Context: an optimization exercise on an open-source flow, tuned for small area, a short achievable clock period and few clock cycles. The choices shown serve that exercise and are no tape-out recipe.
In this exercise RTL edits were held to simulation tests only and were not proved equivalent to the original.
No activity file was given, so power comes from the tool's default toggle rates.

the reference run:
==> flow/design.v (excerpt) <==
module fpl (
    input  wire         clk,
    input  wire         rst,             
    input  wire         row_we,
    input  wire [6:0]   row_addr,
    input  wire [7:0]   row_wdata,
    input  wire         bitcnt_we,
    input  wire [15:0]  bitcnt_wdata,
    input  wire         cmd_we,
    input  wire [2:0]   cmd_entry,
    output reg  [1:0]   phase,           
    output reg  [2:0]   outcome,
    output reg  [3:0]   variant,
    output reg          mic_ok,
    output wire [15:0]  bitoff,
    output reg  [4:0]   flen,
    output reg  [135:0] frame,           
    output reg  [19:0]  present,
    output reg  [23:0]  f_id,
    output reg  [15:0]  f_batt,
    output reg  [11:0]  f_batt_mv,
    output reg  [15:0]  f_temp,
    output reg  [7:0]   f_hum,
    output reg  [15:0]  f_press,
    output reg  [8:0]   f_wdir,
    output reg  [23:0]  f_wavg,
    output reg  [23:0]  f_wmax,
    output reg  [24:0]  f_rain,
    output reg  [15:0]  f_uv,
    output reg  [3:0]   f_uvi,
    output reg  [23:0]  f_light,
    output reg  [13:0]  f_pm25,
    output reg  [13:0]  f_pm10,
    output reg  [7:0]   f_moist,
    output reg  [2:0]   f_boost,
    output reg  [8:0]   f_adraw,
    output reg  [47:0]  f_rclk
);
clock: 10.0 ns
lec_check: 0
cap_margin: 20
core_margin: 2
core_utilization: 40
place_density: 0.6
slew_margin: 20
tns_end_percent: 100
standard.sh (not shown) runs the stock make flow with config.mk's settings and CLKGATE_MAP_FILE= SYNTH_SCRIPT=/design/flow/synth_recipe.tcl, a recipe that flattens the netlist after the stock synthesis.
==> flow/flow/run.sh <==
#!/bin/bash
set -euo pipefail
bash standard.sh SETUP_SLACK_MARGIN=6.2 finish > layout_make.log 2>&1
The reference run: all stages complete, timing, DRC and antenna checks passed
Testbench counts of the reference run, summed over its fixed seeds: cycles 21,098.
The inputs of the trial run differ from those of the reference run as listed below.
diff --git a/flow/design.v b/flow/design.v
--- a/flow/design.v
+++ b/flow/design.v
@@ -429,60 +429,69 @@
     wire [7:0]  xm = cap[63:56];
     reg  [15:0] ya;
     reg  [17:0] y3a;
     reg  [14:0] ym;
     reg  [16:0] y3m;
     always @(posedge clk) begin
         ya  <= {xa, 7'd0} - {xa, 1'b0} - xa;
         y3a <= {xa, 9'd0} - {xa, 7'd0} - {xa, 3'd0} - xa;
         ym  <= {xm, 7'd0} - {xm, 1'b0} - xm;
         y3m <= {xm, 9'd0} - {xm, 7'd0} - {xm, 3'd0} - xm;
     end
+    wire [15:0] rcap = cap[79:64];
+    wire [15:0] rfix = {fr7[39:32], fr7[31:24]};
+    reg  [20:0] rbc, rbf;
+    always @(posedge clk) begin
+        rbc <= {rcap, 4'd0} + {rcap, 2'd0} + {rcap, 1'b0};
+        rbf <= {rfix, 4'd0} + {rfix, 2'd0} + {rfix, 1'b0};
+    end
     fpl_dec u_dec (
-        .vh(vh), .frame(frame), .ya(ya), .y3a(y3a), .ym(ym), .y3m(y3m),
+        .vh(vh), .frame(frame), .ya(ya), .y3a(y3a), .ym(ym), .y3m(y3m), .rbc(rbc), .rbf(rbf),
         .mic_ok(n_mic_ok), .flen(n_flen), .present(n_present),
         .f_id(n_id), .f_batt(n_batt), .f_batt_mv(n_batt_mv), .f_temp(n_temp),
         .f_hum(n_hum), .f_press(n_press), .f_wdir(n_wdir), .f_wavg(n_wavg),
         .f_wmax(n_wmax), .f_rain(n_rain), .f_uv(n_uv), .f_uvi(n_uvi),
         .f_light(n_light), .f_pm25(n_pm25), .f_pm10(n_pm10), .f_moist(n_moist),
         .f_boost(n_boost), .f_adraw(n_adraw), .f_rclk(n_rclk)
     );
     always @(posedge clk) begin
         if (rst) begin
             mic_ok <= 1'b0; flen <= 5'd0; present <= 20'd0;
             f_id <= 24'd0;  f_batt <= 16'd0; f_batt_mv <= 12'd0; f_temp <= 16'd0;
             f_hum <= 8'd0;  f_press <= 16'd0; f_wdir <= 9'd0;    f_wavg <= 24'd0;
             f_wmax <= 24'd0; f_rain <= 25'd0; f_uv <= 16'd0;     f_uvi <= 4'd0;
             f_light <= 24'd0; f_pm25 <= 14'd0; f_pm10 <= 14'd0;  f_moist <= 8'd0;
             f_boost <= 3'd0; f_adraw <= 9'd0; f_rclk <= 48'd0;
         end else begin
             mic_ok <= n_mic_ok; flen <= n_flen; present <= n_present;
             f_id <= n_id;  f_batt <= n_batt; f_batt_mv <= n_batt_mv; f_temp <= n_temp;
             f_hum <= n_hum;  f_press <= n_press; f_wdir <= n_wdir;
             if (st == ST_FIELDS) begin
                 f_wavg <= n_wavg;
                 f_wmax <= n_wmax;
-            end
-            f_rain <= n_rain; f_uv <= n_uv;     f_uvi <= n_uvi;
+                f_rain <= n_rain;
+            end f_uv <= n_uv;     f_uvi <= n_uvi;
             f_light <= n_light; f_pm25 <= n_pm25; f_pm10 <= n_pm10;  f_moist <= n_moist;
             f_boost <= n_boost; f_adraw <= n_adraw; f_rclk <= n_rclk;
         end
     end
 endmodule
 module fpl_dec (
     input  wire [15:0]  vh,              
     input  wire [135:0] frame,
     input  wire [15:0]  ya,              
     input  wire [17:0]  y3a,             
     input  wire [14:0]  ym,              
     input  wire [16:0]  y3m,             
+    input  wire [20:0]  rbc,             
+    input  wire [20:0]  rbf,             
     output wire         mic_ok,
     output reg  [4:0]   flen,
     output reg  [19:0]  present,
     output reg  [23:0]  f_id,
     output reg  [15:0]  f_batt,
     output reg  [11:0]  f_batt_mv,
     output reg  [15:0]  f_temp,
     output reg  [7:0]   f_hum,
     output reg  [15:0]  f_press,
     output reg  [8:0]   f_wdir,
     output reg  [23:0]  f_wavg,
@@ -534,24 +543,25 @@
         if (vh[V_WH5]) begin ta = temp12; tb = 12'd400; end
         else if (c_wh2) begin
             if (temp12[11]) tb = {1'b0, temp12[10:0]};
             else            ta = {1'b0, temp12[10:0]};
         end
         else if (c_0530) begin ta = {1'b0, f1[2:0], f2}; tb = 12'd400; end
         else if (c_24 && t24ok) begin ta = {1'b0, f3[2:0], f4}; tb = 12'd400; end
         else if (c_25) begin ta = {2'b0, f1[1:0], f2}; tb = 12'd400; end
     end
     wire [15:0] temp_v = {4'd0, ta} - {4'd0, tb};
     wire [15:0] rr   = c_24 ? {f9, f8} : c_0530 ? {f4, f3} : 16'd0;
-    wire [23:0] rh   = {rr, 7'd0} + (is65 ? {8'hFF, ~rr} : {4'd0, rr, 4'd0})
-                     + (is65 ? 24'd0 : {6'd0, rr, 2'd0}) + (is65 ? 24'd1 : {7'd0, rr, 1'd0});   
+    wire        rneg = c_24 && is65;
+    wire [23:0] rt   = rneg ? {8'hFF, ~rr} : c_24 ? {3'd0, rbc} : c_0530 ? {3'd0, rbf} : 24'd0;
+    wire [23:0] rh   = {1'b0, rr, 7'd0} + rt + {23'd0, rneg};
     wire [24:0] rain_v = {rh, 1'b0};
     function [23:0] wmul;
         input [15:0] y;
         input [17:0] y3;
         input        k65;
         begin
             wmul = k65 ? ({2'd0, y3, 4'd0} + {6'd0, y3}) : ({1'b0, y, 7'd0} - {4'd0, y, 4'd0});
         end
     endfunction
     wire [8:0]  wspd9 = {f3[4], f6};
     wire [8:0]  wdir9 = {f3[7], f2};
## What came out
From the reference run to the trial run the numbers moved as follows: final instance area has increased; cell leakage power has increased. Shortest clock period the worst path allows after layout (higher): the reference run. The trial run finished all stages; the layout is clean. There was hardly any difference in utilization after layout between the reference run and the trial run. Cmp the trial run vs the reference run: total wire length after detailed routing higher in the trial run. From the reference run to the trial run the numbers moved as follows: power after layout now larger; sequential share of layout area has decreased. Compared with the reference run, the trial run shows a higher switching share of power. Higher final worst-path cycle share among the reference run and the trial run: the reference run. Delta (the trial run minus the reference run): worst slack on hold paths flat, standard cell core area up about 2.8%.
Testbench counts of the trial run, summed over its fixed seeds: cycles 21,098.

## separate check: timing with driven ports
How much do the figures lean on ideal ports? The routed layouts below were timed once more, with nothing changed but the port constraints.
Step 1 (the two cells are an assumption about what drives the block):
set clk [get_ports {clk}]
set_driving_cell -lib_cell sky130_fd_sc_hd__clkbuf_16 $clk
set_driving_cell -lib_cell sky130_fd_sc_hd__buf_2 [delete_from_list [all_inputs] $clk]
Step 2 also shifts input and output timing later by t, the mid clock arrival at the registers, as if the neighbouring blocks saw the same clock.
a / b / c = ideal / step 1 / step 2; a / b = the first two.
| run | t, ns | setup WS [ns] | latest minus earliest clock arrival (ns) |
|---|---|---|---|
| the reference run | 0.964 | 5.717 / 5.717 / 4.951 | 0.053 / 0.053 |
| the trial run | 0.970 | 5.900 / 5.900 / 4.954 | 0.093 / 0.093 |
After both steps setup and hold are still met in every run listed. The setup slack of the trial run, which loses most, moves by 0.000 ns with the drivers and by -0.946 ns with both steps.
